Context: an optimization exercise on an open-source flow, tuned for small area and a short achievable clock period. The choices shown serve that exercise and are no tape-out recipe.
Only simulation tests tie the RTL to the original design; equivalence was not proved.
Power and IR drop assume default switching activity.

**flow/config.mk**
```make
export PLATFORM = sky130hd
export DESIGN_NAME = rlwe_rec
export DESIGN_NICKNAME = rlwe_rec
export VERILOG_FILES = /design/flow/design.v
export SDC_FILE = /design/flow/constraint.sdc
export NUM_CORES = 4
export LEC_CHECK = 0
export CAP_MARGIN = 20
export CORE_MARGIN = 2
export CORE_UTILIZATION = 40
export SLEW_MARGIN = 20
```
**flow/constraint.sdc**
```tcl
create_clock -name core_clock -period 15.0 [get_ports {clk}]
set_input_delay 3.0000 -clock core_clock [delete_from_list [all_inputs] [get_ports {clk}]]
set_output_delay 3.0000 -clock core_clock [all_outputs]
set_load 0.01 [all_outputs]
```
**flow/design.v**
```verilog
module rlwe_rec (
    input  wire         clk,
    input  wire         rst,         
    input  wire         in_valid,
    input  wire         in_mode,     
    input  wire [127:0] in_x,        
    input  wire         in_bit,      
    input  wire [7:0]   in_r,        
    output reg          out_valid,
    output reg  [7:0]   out_r,       
    output reg          out_key      
);
    integer j;
    function [3:0] kval;
        input [7:0] r;
        input integer jj;
        begin
            if (jj < 3)
                kval = {1'b0, r[2*jj +: 2], 1'b0} + {2'b0, r[7:6]};
            else
                kval = {2'b0, r[7:6]};
        end
    endfunction
    reg               s0_valid;
    reg               s0_mode;
    reg               s0_bit;
    reg        [7:0]  s0_r;
    reg signed [8:0]  s0_th  [0:3];
    reg        [8:0]  s0_xl  [0:3];
    reg        [3:0]  s0_ovf;
    reg        [3:0]  s0_neg;
    always @(posedge clk) begin
        if (rst)
            s0_valid <= 1'b0;
        else
            s0_valid <= in_valid;
        s0_mode <= in_mode;
        s0_bit  <= in_bit;
        s0_r    <= in_r;
        for (j = 0; j < 4; j = j + 1) begin
            s0_th[j]  <= $signed({in_x[32*j+31], in_x[32*j+9 +: 7]})
                         - (in_mode ? $signed({3'd0, kval(in_r, j), 1'b0}) + $signed({4'd0, kval(in_r, j)})
                                    : 9'sd0);
            s0_xl[j]  <= in_x[32*j +: 9];
            s0_ovf[j] <= ~((in_x[32*j+16 +: 16] == 16'h0000) |
                           (in_x[32*j+16 +: 16] == 16'hffff));
            s0_neg[j] <= in_x[32*j+31];
        end
    end
    wire        hr = ~s0_mode;             
    wire        bh = s0_bit & hr;          
    wire        g   [0:3];                 
    wire [5:0]  yo  [0:3];                 
    wire [5:0]  qo  [0:3];                 
    wire        big [0:3];
    wire [2:0]  v0  [0:3];
    wire [1:0]  v1  [0:3];
    genvar gi;
    generate
        for (gi = 0; gi < 4; gi = gi + 1) begin : co
            rlwe_coef u_coef (
                .th(s0_th[gi]), .xl(s0_xl[gi]), .ovf(s0_ovf[gi]), .neg(s0_neg[gi]),
                .hr(hr), .bh(bh), .k(kval(s0_r, gi)),
                .g(g[gi]), .yo(yo[gi]), .qo(qo[gi]), .big(big[gi]),
                .v0(v0[gi]), .v1(v1[gi])
            );
        end
    endgenerate
    reg  [21:0] S;
    reg  [21:0] K;
    reg         ovf;
    reg         anybig;
    reg         ok;
    reg         hbig;
    reg  [7:0]  h0, h1;
    reg         key;
    always @(*) begin
        ovf    = |s0_ovf;
        anybig = big[0] | big[1] | big[2] | big[3];
        if (hr)
            K = bh ? 22'd1548146 : 22'd1548162;      
        else
            K = 22'd1474427;                         
        S = K;
        for (j = 0; j < 4; j = j + 1)
            S = S + {10'd0, s0_xl[j] ^ {9{g[j]}}, 3'b000} + {4'd0, yo[j], 12'd0}
                  + {16'd0, qo[j]} + {19'd0, g[j], g[j], g[j]} + {18'd0, g[j] & bh, 3'b000};
        ok   = ~anybig & ~S[21];
        hbig = ovf | ~ok;
        key  = ~ovf & ok;
        h0   = {v0[3][0], 1'b0, v0[2][1:0] - v0[3][1:0], v0[1][1:0] - v0[3][1:0], v0[0][1:0] - v0[3][1:0]};
        h1   = {v1[3][0], 1'b1, v1[2] - v1[3], v1[1] - v1[3], v1[0] - v1[3]};
    end
    always @(posedge clk) begin
        if (rst)
            out_valid <= 1'b0;
        else
            out_valid <= s0_valid;
        out_r   <= s0_mode ? 8'd0 : (hbig ? h1 : h0);
        out_key <= s0_mode ? key : 1'b0;
    end
endmodule
module rlwe_coef (
    input  wire signed [8:0] th,       
    input  wire [8:0]        xl,
    input  wire              ovf,      
    input  wire              neg,      
    input  wire              hr,       
    input  wire              bh,       
    input  wire [3:0]        k,        
    output reg               g,
    output reg  [5:0]        yo,
    output reg  [5:0]        qo,
    output reg               big,
    output reg  [2:0]        v0,
    output reg  [1:0]        v1
);
    function lo_ge;
        input signed [6:0] v;
        input [8:0] xl;
        begin
            if (v <= 0)
                lo_ge = 1'b1;
            else if (v <= 8)
                lo_ge = xl != 9'd0;
            else if (v <= 16)
                lo_ge = xl[8:1] != 8'd0;
            else
                lo_ge = (xl[8:2] != 7'd0) | (xl[1:0] == 2'd3);
        end
    endfunction
    function gtc;
        input [8:0] a;
        input integer c;
        reg   [8:0] cb;
        reg         eq;
        integer     i;
        begin
            cb  = c;
            cb  = cb ^ 9'h100;
            gtc = 1'b0;
            eq  = 1'b1;
            for (i = 8; i >= 0; i = i - 1) begin
                if (cb[i]) begin
                    eq = eq & (a[i] ^ (i == 8));
                end else begin
                    gtc = gtc | (eq & (a[i] ^ (i == 8)));
                    eq  = eq & ~(a[i] ^ (i == 8));
                end
            end
        end
    endfunction
    function ge;
        input [8:0] th;
        input [8:0] xl;
        input [3:0] o;
        input integer c;
        reg   [8:0] c3;
        begin
            c3 = 3 * c;
            ge = gtc(th, 3 * c) | ((th == c3) & lo_ge(c + o, xl));
        end
    endfunction
    reg        [3:0] m;        
    reg        [1:0] rho;      
    reg        [3:0] rg;       
    reg signed [3:0] ec;       
    reg signed [1:0] s;
    reg signed [5:0] p;
    reg signed [8:0] thm, thp;  
    reg signed [8:0] e;
    reg        [8:0] ye;
    reg              gp, g0, gm;
    always @(*) begin
        thm = th - 9'sd24;
        thp = th + 9'sd24;
        big = gtc(th, 48) | (hr ? ~gtc(th, -26) : ~gtc(th, -50));
        m   = th[4:0] / 3;
        rho = th[4:0] % 3;
        if (hr) begin
            if (th[8])
                rg = 4'd0;
            else if (gtc(th, 24))
                rg = 4'd9;
            else
                rg = m + ((rho != 2'd0) | lo_ge(m + {bh, 2'b00}, xl));
            g  = ~rg[0];
            p  = {1'b0, rg[3:1], 1'b0};
            if (~m[0])
                ec = {2'b00, rho};
            else if (rg[0])
                ec = {2'b00, rho} + 4'sd3;
            else
                ec = {2'b00, rho} - 4'sd3;
            if (th[8])
                e = th;
            else if (gtc(th, 24))
                e = thm;
            else
                e = {{5{ec[3]}}, ec};
            v0 = rg[3:1];
            if (rg == 4'd0)
                v1 = 2'd0;
            else if (rg >= 4'd7)
                v1 = 2'd3;
            else
                v1 = rg[2:1] - {1'b0, ~rg[0]};
        end else begin
            if (ge(th, xl, k, 4))
                s = 2'sd1;
            else if (ge(th, xl, k, -4))
                s = 2'sd0;
            else
                s = -2'sd1;
            gp = ~ge(th, xl, k, 8);
            g0 = ~ge(th, xl, k, 0);
            gm = ~ge(th, xl, k, -8);
            g  = (s == 2'sd1) ? gp : (s == 2'sd0) ? g0 : gm;
            p  = $signed({2'd0, k}) + $signed({s, 3'd0});
            e  = (s == 2'sd1) ? thm : (s == 2'sd0) ? th : thp;
            v0 = 3'd0;
            v1 = 2'd0;
        end
        if (ovf) begin
            v0 = neg ? 3'd0 : 3'd4;
            v1 = neg ? 2'd0 : 2'd3;
        end
        ye  = e ^ {9{g}};
        yo  = {~ye[5], ye[4:0]};
        qo  = {~(p[5] ^ ~g), p[4:0] ^ {5{~g}}};
    end
endmodule
```
**flow/run.sh**
```bash
#!/bin/bash
# synth_recipe.tcl (not shown) runs the flow's synth.tcl, then flattens the netlist and writes it again
# the make line also repeats each setting of config.mk as NAME=value (left out here)
make -C /OpenROAD-flow-scripts/flow DESIGN_CONFIG=/design/flow/config.mk WORK_HOME=/design/flow/orfs CLKGATE_MAP_FILE= SYNTH_SCRIPT=/design/flow/synth_recipe.tcl finish
```
==> metrics.csv, run 1 <==
metric,value,unit
initial antenna violation count,0,
worst hold path startpoint,s0_valid,
buffers inserted during post-CTS setup optimization,0,
routed len/inst,17.2,microns
switching power share of the total,51.5,%
routed wire length,37400,microns
setup repair after global routing missed its margin,no,
sequential share of the synthesized area,15.0,%
largest net degree at the start of global routing,61,
Post-synth EDFFs,0,
Register Area,0.00202,sq mm
fraction of layout instances using a drive strength above 1,3.83,%
Syn Area/Cell,8.27,sq um
endpoint of the worst hold path,out_valid,
Worst Hold Class,reg -> reg,
number of clock sinks,101,
Final setup violation count,0,
buffer levels on the longest clock path,2,
max-slew violation total from the final report,0,
Synth warnings,6,
fraction of synthesized cell area taken by the top area cell type,17.4,%
initial detailed-routing violation count,878,
crit path max fanout,20,
Least-Margin Pin Slew,1.02,ns
startpoint of the lowest-slack register-to-register path,s0_th[2][3],
clock root buffer master,clkbuf_16,
buffers and inverters on the worst path,3,
class of the most critical setup path,reg -> reg,
Pre-Repair DR Iteration Count,5,
Synth Register Bits,101,
pwr/cell area,222,mW/mm^2
path depth of the worst reg2reg path,39,
Highest Clock Rate,85.4,MHz
number of diodes added for antenna fixing,0,
status,timing/DRC/antenna clean,
Filler Cells Inserted,3257,
global-route wire length before repair,60300,microns
skew final,0.00791,ns
leading post-synthesis cells by cell area,"ha_1 (17%), dfxtp_1 (15%), fa_1 (12%), xnor2_1 (6.5%), inv_1 (5.1%)",
Internal Dissipation,1670,uW
minimum clock period,11.71,ns
Detail Placement HPWL,30800,microns
cell mode on critical path,ha_1,
Chip Height,187,microns
standard cell core area,0.0333,sq mm
RePlAce Congestion,0.930,
count of unresolved DRC violations after routing,0,
"Clk Latency, worst-skew pair",0.37,ns
library cell occupying the most area in the post-synthesis netlist,ha_1,
combinational share of power,82.4,%
number of unique standard cell types used by synthesis,89,
sequential cell fraction of total power,11.0,%
element type at the critical path start,flop,
total CTS buffers,9,
Setup Total Neg Slack,0,ns
stage delay of the slowest cell on the critical path,0.74,ns
worst endpoint data arrival time,11.99,ns
top cell family by delay on the critical path,adder cells,
number of cells upsized or downsized after cts,0,
placement row count,67,
share of the core filled with cells,46.6,%
final net count,2127,
net switching power,1780,uW
number of buffers inserted for hold repair after clock tree synthesis,0,
TritonCTS clock tree,yes,
global-route congestion overflow total,0,
full die area,0.0351,sq mm
Hold WS,0.443,ns
crit end category,flop,
Top-Level Pins,151,
R2R Setup Slk,3.29,ns
Leak,0.00665,uW
initial cell density of the core,40.4,%
number of stages on the worst hold path,1,
worst voltage drop across the vdd grid,0.201,mV
Antenna Nets Post-Route,0,
die boundary width,187,microns
commonest register cell after synthesis,dfxtp_1,
routed vias/inst,5.47,
layout overhead on the synthesized area,15.5,%
Hold Fails Final Rpt,0,
Crit path required time,15.29,ns
share of total power in the clock network,6.6,%
register clock-pin slew on the reported worst setup and hold paths,0.07,ns
synthesized instance count,1625,
count of vias placed by the detailed router,11896,
async set-or-reset flop fraction in the synthesized netlist,0,%
count of port buffers added during placement,150,
Synthesized Nets,2032,
H-tree depth,3,
ratio of final minimum period to clock period,78.0,%
post-synth design cell area,0.0134,sq mm
"Slowest-stage cell, CP",dfxtp_1,
via count of the first global-routing pass,11672,
headroom to the max-slew limit,31.9,%
max-cap viol count,0,
GR Util All Layers,21.5,%
endpoint of the lowest-slack register-to-register path,out_r[3],
area used by multi-input combinational logic,0.0104,sq mm
[through the flow]
step | setup WS (ns) | std cells | total power (uW) | cell area [sq um]
6_report | 3.29 | 2173 | 3450 | 15500
5_1_grt | 2.50 | 2173 | 3950 | 15500
4_1_cts | 3.37 | 2173 | 3490 | 15500
3_5_place_dp | 3.43 | 2157 | 3220 | 15200
3_3_place_gp | 3.84 | 2157 | 3150 | 15200
2_1_floorplan | 4.91 | 1625 | 2520 | 13400
[metal layers]
layer	wire (microns)	up-vias	GRT usage, %
met5	0	-	0
met4	733	0	6.17
met3	1530	35	2.68
met2	17900	281	36.7
met1	17200	5658	28.4
li1	-	5922	-
[registers in the layout, indices dropped and copies added (netlist names)]
register   flops
s0_valid       1
s0_bit         1
out_r          8
s0_th         36
s0_neg         4
out_valid      1
s0_ovf         4
s0_r           8
s0_mode        1
out_key        1
s0_xl         36
[worst max path at each step]
stage                to  slack, ns        start  depth (start not counted)
2_1_floorplan  out_r[1]       4.91  s0_th[3][4]                         45
5_1_grt        out_r[3]       2.50  s0_th[2][3]                         39
4_1_cts        out_r[3]       3.37  s0_th[2][3]                         39
3_5_place_dp   out_r[1]       3.43  s0_th[2][3]                         39
6_report       out_r[3]       3.29  s0_th[2][3]                         39
3_3_place_gp   out_r[1]       3.84  s0_th[3][3]                         39
[final cells by class]
cell class                      instances  share of cell area [%]
Multi-Input combinational cell       1263                    67.0
Sequential cell                       101                    13.0
Timing Repair Buffer                  156                    9.97
Inverter                              189                    4.57
Tap cell                              448                    3.61
Clock buffer                           12                    1.65
Clock inverter                          4                   0.210
[worst register-to-register path, delay by kind of cell (launching register included)]
| kind | cells | cell delay, ns |
|---|---|---|
| adder cells (fa/ha/maj) | 11 | 3.89 |
| flip-flops | 1 | 0.74 |
| multiplexers | 1 | 0.41 |
| XOR/XNOR | 2 | 0.31 |
| AO/OA/AOI/OAI | 11 | 2.71 |
| AND/OR/NAND/NOR | 11 | 3.15 |
| buffers and inverters | 3 | 0.40 |
[power groups by stage]
stage	sequential, uW	clock [uW]	combinational, uW
after floorplan	325	0	2200
after global placement	382	0	2770
after detailed placement	383	0	2840
after CTS	377	236	2880
after global routing	387	246	3320
final	379	227	2850
[cell families (layout without fill, tap and decap cells)]
| family | Yosys count | in the layout | share of synthesized area (%) |
|---|---|---|---|
| AND/OR/NAND/NOR | 465 | 465 | 18.5 |
| buffers and inverters | 261 | 361 | 7.68 |
| adder cells (fa/ha/maj) | 268 | 268 | 29.3 |
| XOR/XNOR | 146 | 146 | 9.52 |
| flip-flops | 101 | 101 | 15.0 |
| multiplexers | 27 | 27 | 2.08 |
| AO/OA/AOI/OAI | 357 | 357 | 17.8 |
[cells in the final DEF, fill, tap and decap left out, types with 9 or more instances in the layout]
master	Yosys	layout
inv_1	184	184
fa_1	79	79
a31oi_1	16	16
nor2_1	94	94
ha_1	187	187
nor4_1	34	34
nand4_1	21	21
o211ai_1	18	18
nor2b_1	21	20
and4_1	9	9
clkdlybuf4s50_1	0	150
or3_1	16	16
xor2_1	46	46
a21o_1	22	22
xnor2_1	100	100
or2_2	9	9
nor3_1	40	40
a211oi_1	15	15
nand2b_1	24	24
dfxtp_1	101	100
o21ai_0	81	81
o31ai_1	10	10
mux2i_1	20	20
clkbuf_16	0	9
nand2_1	104	104
a21oi_1	79	79
nand3_1	28	28
or4_1	9	9
nor3b_1	11	11
[synthesized netlist by cell type, types with 8 or more instances]
library cell and number:
ha_1 187, inv_1 184, nand2_1 104, dfxtp_1 101, xnor2_1 100, nor2_1 94
o21ai_0 81, a21oi_1 79, fa_1 79, xor2_1 46, nor3_1 40, clkbuf_1 38
nor4_1 34, nand3_1 28, nand2b_1 24, a21o_1 22, buf_2 21, nand4_1 21
nor2b_1 21, mux2i_1 20, o211ai_1 18, a31oi_1 16, or3_1 16, a211oi_1 15
nor3b_1 11, o31ai_1 10, and4_1 9, or2_2 9, or4_1 9, buf_1 8
o21bai_1 8
==> inputs of run 2 (changes only) <==
--- a/flow/design.v
+++ b/flow/design.v
@@ -66,38 +66,54 @@
             );
         end
     endgenerate
+    reg         s1_valid;
+    reg         s1_mode;
+    reg         s1_bh;
+    reg         s1_fail;                   
+    reg  [8:0]  s1_u   [0:3];              
+    reg  [5:0]  s1_yo  [0:3];
+    reg  [5:0]  s1_qo  [0:3];
+    reg  [3:0]  s1_g;
+    reg  [7:0]  s1_h0;                     
+    reg  [7:0]  s1_h1;                     
+    always @(posedge clk) begin
+        if (rst)
+            s1_valid <= 1'b0;
+        else
+            s1_valid <= s0_valid;
+        s1_mode <= s0_mode;
+        s1_bh   <= bh;
+        s1_fail <= |s0_ovf | big[0] | big[1] | big[2] | big[3];
+        for (j = 0; j < 4; j = j + 1) begin
+            s1_u[j]  <= s0_xl[j] ^ {9{g[j]}};
+            s1_yo[j] <= yo[j];
+            s1_qo[j] <= qo[j];
+            s1_g[j]  <= g[j];
+        end
+        s1_h0 <= {v0[3][0], 1'b0, v0[2][1:0] - v0[3][1:0], v0[1][1:0] - v0[3][1:0], v0[0][1:0] - v0[3][1:0]};
+        s1_h1 <= {v1[3][0], 1'b1, v1[2] - v1[3], v1[1] - v1[3], v1[0] - v1[3]};
+    end
     reg  [21:0] S;
     reg  [21:0] K;
-    reg         ovf;
-    reg         anybig;
     reg         ok;
-    reg         hbig;
-    reg  [7:0]  h0, h1;
-    reg         key;
     always @(*) begin
-        ovf    = |s0_ovf;
-        anybig = big[0] | big[1] | big[2] | big[3];
-        if (hr)
-            K = bh ? 22'd1548146 : 22'd1548162;      
+        if (~s1_mode)
+            K = s1_bh ? 22'd1548146 : 22'd1548162;   
         else
             K = 22'd1474427;                         
         S = K;
         for (j = 0; j < 4; j = j + 1)
-            S = S + {10'd0, s0_xl[j] ^ {9{g[j]}}, 3'b000} + {4'd0, yo[j], 12'd0}
-                  + {16'd0, qo[j]} + {19'd0, g[j], g[j], g[j]} + {18'd0, g[j] & bh, 3'b000};
-        ok   = ~anybig & ~S[21];
-        hbig = ovf | ~ok;
-        key  = ~ovf & ok;
-        h0   = {v0[3][0], 1'b0, v0[2][1:0] - v0[3][1:0], v0[1][1:0] - v0[3][1:0], v0[0][1:0] - v0[3][1:0]};
-        h1   = {v1[3][0], 1'b1, v1[2] - v1[3], v1[1] - v1[3], v1[0] - v1[3]};
+            S = S + {4'd0, s1_yo[j], s1_u[j], s1_g[j], s1_g[j], s1_g[j]}
+                  + {16'd0, s1_qo[j]} + {18'd0, s1_g[j] & s1_bh, 3'b000};
+        ok = ~s1_fail & ~S[21];
     end
     always @(posedge clk) begin
         if (rst)
             out_valid <= 1'b0;
         else
-            out_valid <= s0_valid;
-        out_r   <= s0_mode ? 8'd0 : (hbig ? h1 : h0);
-        out_key <= s0_mode ? key : 1'b0;
+            out_valid <= s1_valid;
+        out_r   <= s1_mode ? 8'd0 : (ok ? s1_h0 : s1_h1);
+        out_key <= s1_mode & ok;
     end
 endmodule
 module rlwe_coef (
@@ -161,10 +177,17 @@
             ge = gtc(th, 3 * c) | ((th == c3) & lo_ge(c + o, xl));
         end
     endfunction
+    wire [4:0]       t    = th[4:0];
+    wire             xz   = xl == 9'd0;               
+    wire             xle1 = xl[8:1] == 8'd0;          
+    wire             tneg = th[8];                    
+    wire             thi  = gtc(th, 24);              
     reg        [3:0] m;        
+    reg              mul3;     
     reg        [1:0] rho;      
+    reg              lom;      
     reg        [3:0] rg;       
-    reg signed [3:0] ec;       
+    reg signed [8:0] yc;       
     reg signed [1:0] s;
     reg signed [5:0] p;
     reg signed [8:0] thm, thp;  
@@ -172,32 +195,37 @@
     reg        [8:0] ye;
     reg              gp, g0, gm;
     always @(*) begin
-        thm = th - 9'sd24;
-        thp = th + 9'sd24;
-        big = gtc(th, 48) | (hr ? ~gtc(th, -26) : ~gtc(th, -50));
-        m   = th[4:0] / 3;
-        rho = th[4:0] % 3;
+        thm  = th - 9'sd24;
+        thp  = th + 9'sd24;
+        big  = gtc(th, 48) | (hr ? ~gtc(th, -26) : ~gtc(th, -50));
+        m[3] = t >= 5'd24;
+        m[2] = (t >= 5'd12) & (t < 5'd24);
+        m[1] = ((t >= 5'd6) & (t < 5'd12)) | ((t >= 5'd18) & (t < 5'd24));
+        m[0] = ((t >= 5'd3) & (t < 5'd6)) | ((t >= 5'd9) & (t < 5'd12)) |
+               ((t >= 5'd15) & (t < 5'd18)) | ((t >= 5'd21) & (t < 5'd24));
+        mul3 = (t == 5'd0) | (t == 5'd3) | (t == 5'd6) | (t == 5'd9) | (t == 5'd12) |
+               (t == 5'd15) | (t == 5'd18) | (t == 5'd21) | (t == 5'd24);
+        rho[1] = (t == 5'd2) | (t == 5'd5) | (t == 5'd8) | (t == 5'd11) |
+                 (t == 5'd14) | (t == 5'd17) | (t == 5'd20) | (t == 5'd23);
+        rho[0] = ~mul3 & ~rho[1];
+        if (bh)
+            lom = (t >= 5'd15) ? ~xle1 : ~xz;
+        else
+            lom = (t < 5'd3) | ~xz;
+        if (~m[0])
+            yc = (mul3 & ~lom) ? -9'sd1 : {7'd0, rho};
+        else
+            yc = (mul3 & ~lom) ? 9'sd3 : 9'sd2 - {7'd0, rho};
         if (hr) begin
-            if (th[8])
+            if (tneg)
                 rg = 4'd0;
-            else if (gtc(th, 24))
+            else if (thi)
                 rg = 4'd9;
             else
-                rg = m + ((rho != 2'd0) | lo_ge(m + {bh, 2'b00}, xl));
+                rg = m + {3'd0, ~mul3 | lom};
             g  = ~rg[0];
             p  = {1'b0, rg[3:1], 1'b0};
-            if (~m[0])
-                ec = {2'b00, rho};
-            else if (rg[0])
-                ec = {2'b00, rho} + 4'sd3;
-            else
-                ec = {2'b00, rho} - 4'sd3;
-            if (th[8])
-                e = th;
-            else if (gtc(th, 24))
-                e = thm;
-            else
-                e = {{5{ec[3]}}, ec};
+            e  = tneg ? th : thi ? thm : yc;       
             v0 = rg[3:1];
             if (rg == 4'd0)
                 v1 = 2'd0;
@@ -225,7 +253,7 @@
             v0 = neg ? 3'd0 : 3'd4;
             v1 = neg ? 2'd0 : 2'd3;
         end
-        ye  = e ^ {9{g}};
+        ye  = (hr & ~tneg & ~thi) ? yc : e ^ {9{g}};
         yo  = {~ye[5], ye[4:0]};
         qo  = {~(p[5] ^ ~g), p[4:0] ^ {5{~g}}};
     end
==> run 2 against run 1 <==
Still clean on timing, DRC and antenna. Clock skew up 0.0062 ns. Die area rose by 13%. Clock power grew to 2.5 times the previous value. Flip-flop and latch count up 106. Worst setup slack improved by 5.5 ns. Largest cell class unchanged. Highest routed layer unchanged.
==> metrics.csv, run 2 <==
metric,value,unit,change
status,timing/DRC/antenna clean,,
Antenna Nets Post-Route,0,,unchanged
crit end category,flop,,
number of cells upsized or downsized after cts,0,,unchanged
synthesized instance count,1706,,+5.0%
Hold Fails Final Rpt,0,,unchanged
Post-synth EDFFs,0,,unchanged
Final setup violation count,0,,unchanged
post-synth design cell area,0.0152,sq mm,+13%
buffers inserted during post-CTS setup optimization,0,,unchanged
Crit path required time,15.38,ns,+0.09 ns
Synth warnings,12,,+6
Filler Cells Inserted,3620,,+11%
worst endpoint data arrival time,6.60,ns,-5.39 ns
die boundary width,199,microns,+6.3%
fraction of layout instances using a drive strength above 1,3.73,%,-0.098 points
count of vias placed by the detailed router,12369,,+4.0%
routed len/inst,17.5,microns,+1.7%
pwr/cell area,196,mW/mm^2,-12%
Syn Area/Cell,8.92,sq um,+7.9%
"leading cell type in the layout, fill and taps excluded",dfxtp_1,,
Chip Height,199,microns,+6.3%
buffer levels on the longest clock path,3,,+1
placement row count,71,,+6.0%
max-slew violation total from the final report,0,,unchanged
RePlAce Congestion,0.865,,-7.0%
number of unique standard cell types used by synthesis,79,,-11%
number of clock sinks,207,,+100%
GR Util All Layers,20.8,%,-0.69 points
most instantiated library cell after synthesis,dfxtp_1,,
Setup Total Neg Slack,0,ns,unchanged
Least-Margin Pin Slew,1.10,ns,+0.0787 ns
Detail Placement HPWL,32300,microns,+4.9%
"top library cells by usage in the layout, fill and taps aside","dfxtp_1 (206), inv_1 (194), ha_1 (170)",,
final non-filler cell area,0.0179,sq mm,+15%
most numerous cell types in the synthesized netlist,"dfxtp_1 (207), inv_1 (194), ha_1 (170)",,
H-tree depth,1,,-2
number of diodes added for antenna fixing,0,,unchanged
Hold WS,0.444,ns,+0.00139 ns
max-cap viol count,0,,unchanged
detailed-routed wire length on met2,18800,microns,+4.9%
final net count,2202,,+3.5%
initial cell density of the core,40.5,%,+0.13 points
standard cell core area,0.0376,sq mm,+13%
full die area,0.0396,sq mm,+13%
count of port buffers added during placement,150,,unchanged
biggest regs,"s0_th: 36 flops, s0_xl: 36 flops, s1_u: 36 flops",,
setup repair after global routing missed its margin,no,,
leading post-synthesis cells by cell area,"dfxtp_1 (27%), ha_1 (14%), fa_1 (11%), inv_1 (4.8%), xnor2_1 (4.5%)",,
amount of wire on met3 after detailed routing,1950,microns,+27%
"Clk Latency, worst-skew pair",0.53,ns,+0.16 ns
routed vias/inst,5.30,,-3.2%
minimum clock period,6.22,ns,-5.49 ns
initial antenna violation count,0,,unchanged
class of the most critical setup path,reg -> reg,,
share of the core filled with cells,47.5,%,+0.89 points
dpl cell area,0.0171,sq mm,+12%
skew final,0.0142,ns,+0.00624 ns
TritonCTS clock tree,yes,,
global-route wire length before repair,64600,microns,+7.1%
async set-or-reset flop fraction in the synthesized netlist,0,%,unchanged
layout overhead on the synthesized area,17.4,%,
Synthesized Nets,2097,,+3.2%
ratio of final minimum period to clock period,41.5,%,-37 points
via count of the first global-routing pass,12035,,+3.1%
global-route congestion overflow total,0,,unchanged
Worst Hold Class,reg -> reg,,
met1 routed wirelength after detailed routing,19000,microns,+10%
total design power,3510,uW,+1.6%
commonest register cell after synthesis,dfxtp_1,,
library cell occupying the most area in the post-synthesis netlist,dfxtp_1,,
Leak,0.00775,uW,+16%
Highest Clock Rate,161,MHz,+88%
Pre-Repair DR Iteration Count,5,,unchanged
worst voltage drop across the vdd grid,0.164,mV,-19%
sequential share of the synthesized area,27.2,%,+12 points
routed wire length,40900,microns,+9.3%
largest net degree at the start of global routing,71,,+16%
Top-Level Pins,151,,unchanged
number of buffers inserted for hold repair after clock tree synthesis,0,,unchanged
top routing layer in use,met4,,
count of unresolved DRC violations after routing,0,,unchanged
crit path max fanout,15,,-25%
headroom to the max-slew limit,26.4,%,-5.5 points
clock root buffer master,clkbuf_16,,
Synth Register Bits,207,,+100%
fraction of synthesized cell area taken by the top area cell type,27.2,%,+9.8 points
register clock-pin slew on the reported worst setup and hold paths,0.06,ns,about the same
element type at the critical path start,flop,,
total CTS buffers,24,,+15
initial detailed-routing violation count,675,,-23%
[run 2: cell count changes after synthesis, sizes merged, moves of 17 or more]
cell / before / now
nand2: 104 / 79
dfxtp: 101 / 207
xnor2: 100 / 79
buf: 34 / 16
clkbuf: 38 / 63
ha: 187 / 170
[run 2: layout make-up]
class	count	area (sq um)	share of cell area, %
clock buffers	32	662	3.71
clock inverters	7	88.8	0.497
inverters	198	743	4.16
multi-input cells	1222	10000	56.1
flip-flops and latches	207	4150	23.2
well taps	511	639	3.58
repair buffers	158	1560	8.74
[run 2: logic make-up after synthesis]
family,share of synthesized area (%)
buffers and inverters,6.96
xor gates and xnor gates,7.77
muxes,1.33
and+or+nand+nor,15.9
DFF,27.2
adders and majority gates,24.5
AOI/OAI and AO/OA,16.3
[run 2: worst paths after layout]
path | start | endpoint | cells past startpoint | slack (ns)
min reg2reg | s0_valid | s1_valid | 1 | 0.44
min | s0_valid | s1_valid | 1 | 0.44
max | s1_mode | out_r[1] | 19 | 8.78
max reg2reg | s1_mode | out_r[1] | 19 | 8.78
[run 2: per-layer routing]
layer  vias to the layer above  track usage [%]
li1                       6153                -
met1                      5867             28.4
met2                       295             33.9
met3                        54             3.26
met4                         0             5.86
met5                         -                0
[run 2: per-stage QoR]
stage	setup WS, ns	instances
floorplan	9.45	1706
global placement	8.62	2296
detailed placement	8.50	2296
CTS	8.76	2335
global route	8.42	2335
finish	8.78	2335
[run 2: report_power, final]
| group | internal (uW) | switching [uW] | total, uW |
|---|---|---|---|
| Clock | 341 | 227 | 568 |
| Sequential | 646 | 138 | 784 |
| Combinational | 999 | 1160 | 2150 |
[run 2: critical path, stage by stage, from the launching register on]
cell	delay, ns
dfxtp_1	0.58
or2_2	0.48
fa_1	0.50
inv_1	0.06
fa_1	0.54
fa_1	0.56
inv_1	0.05
fa_1	0.52
inv_1	0.05
fa_1	0.52
inv_1	0.04
ha_1	0.19
a21o_1	0.17
a21oi_1	0.14
o221ai_1	0.13
a31oi_1	0.22
mux2i_1	0.12
nor2_1	0.85
mux2i_1	0.28
nor2_1	0.06

static timing again, ports no longer ideal:
How much do the figures lean on ideal ports? The routed layouts below were timed once more, with nothing changed but the port constraints. Step 1: set_driving_cell puts a clkbuf_16 on clk and a buf_2 on each other input, an assumption about the parent block. Step 2 moves the port delays by t, midway between the first and last clock arrival at a register: inputs arrive t later, outputs are due t later. That takes back most of the time a late clock gives input paths. a / b / c = ideal ports / drivers / drivers and shift; a / b = the first two.
| run | t, ns | setup slack, ns | hold slack, ns |
|---|---|---|---|
| run 1 | 0.420 | 3.294 / 3.294 / 3.294 | 0.443 / 0.443 / 0.443 |
| run 2 | 0.582 | 8.781 / 8.781 / 8.541 | 0.444 / 0.444 / 0.444 |
After both steps setup and hold are still met in every run listed. For run 2, which loses most, drivers alone change the setup slack by 0.000 ns; drivers and shift together by -0.240 ns.
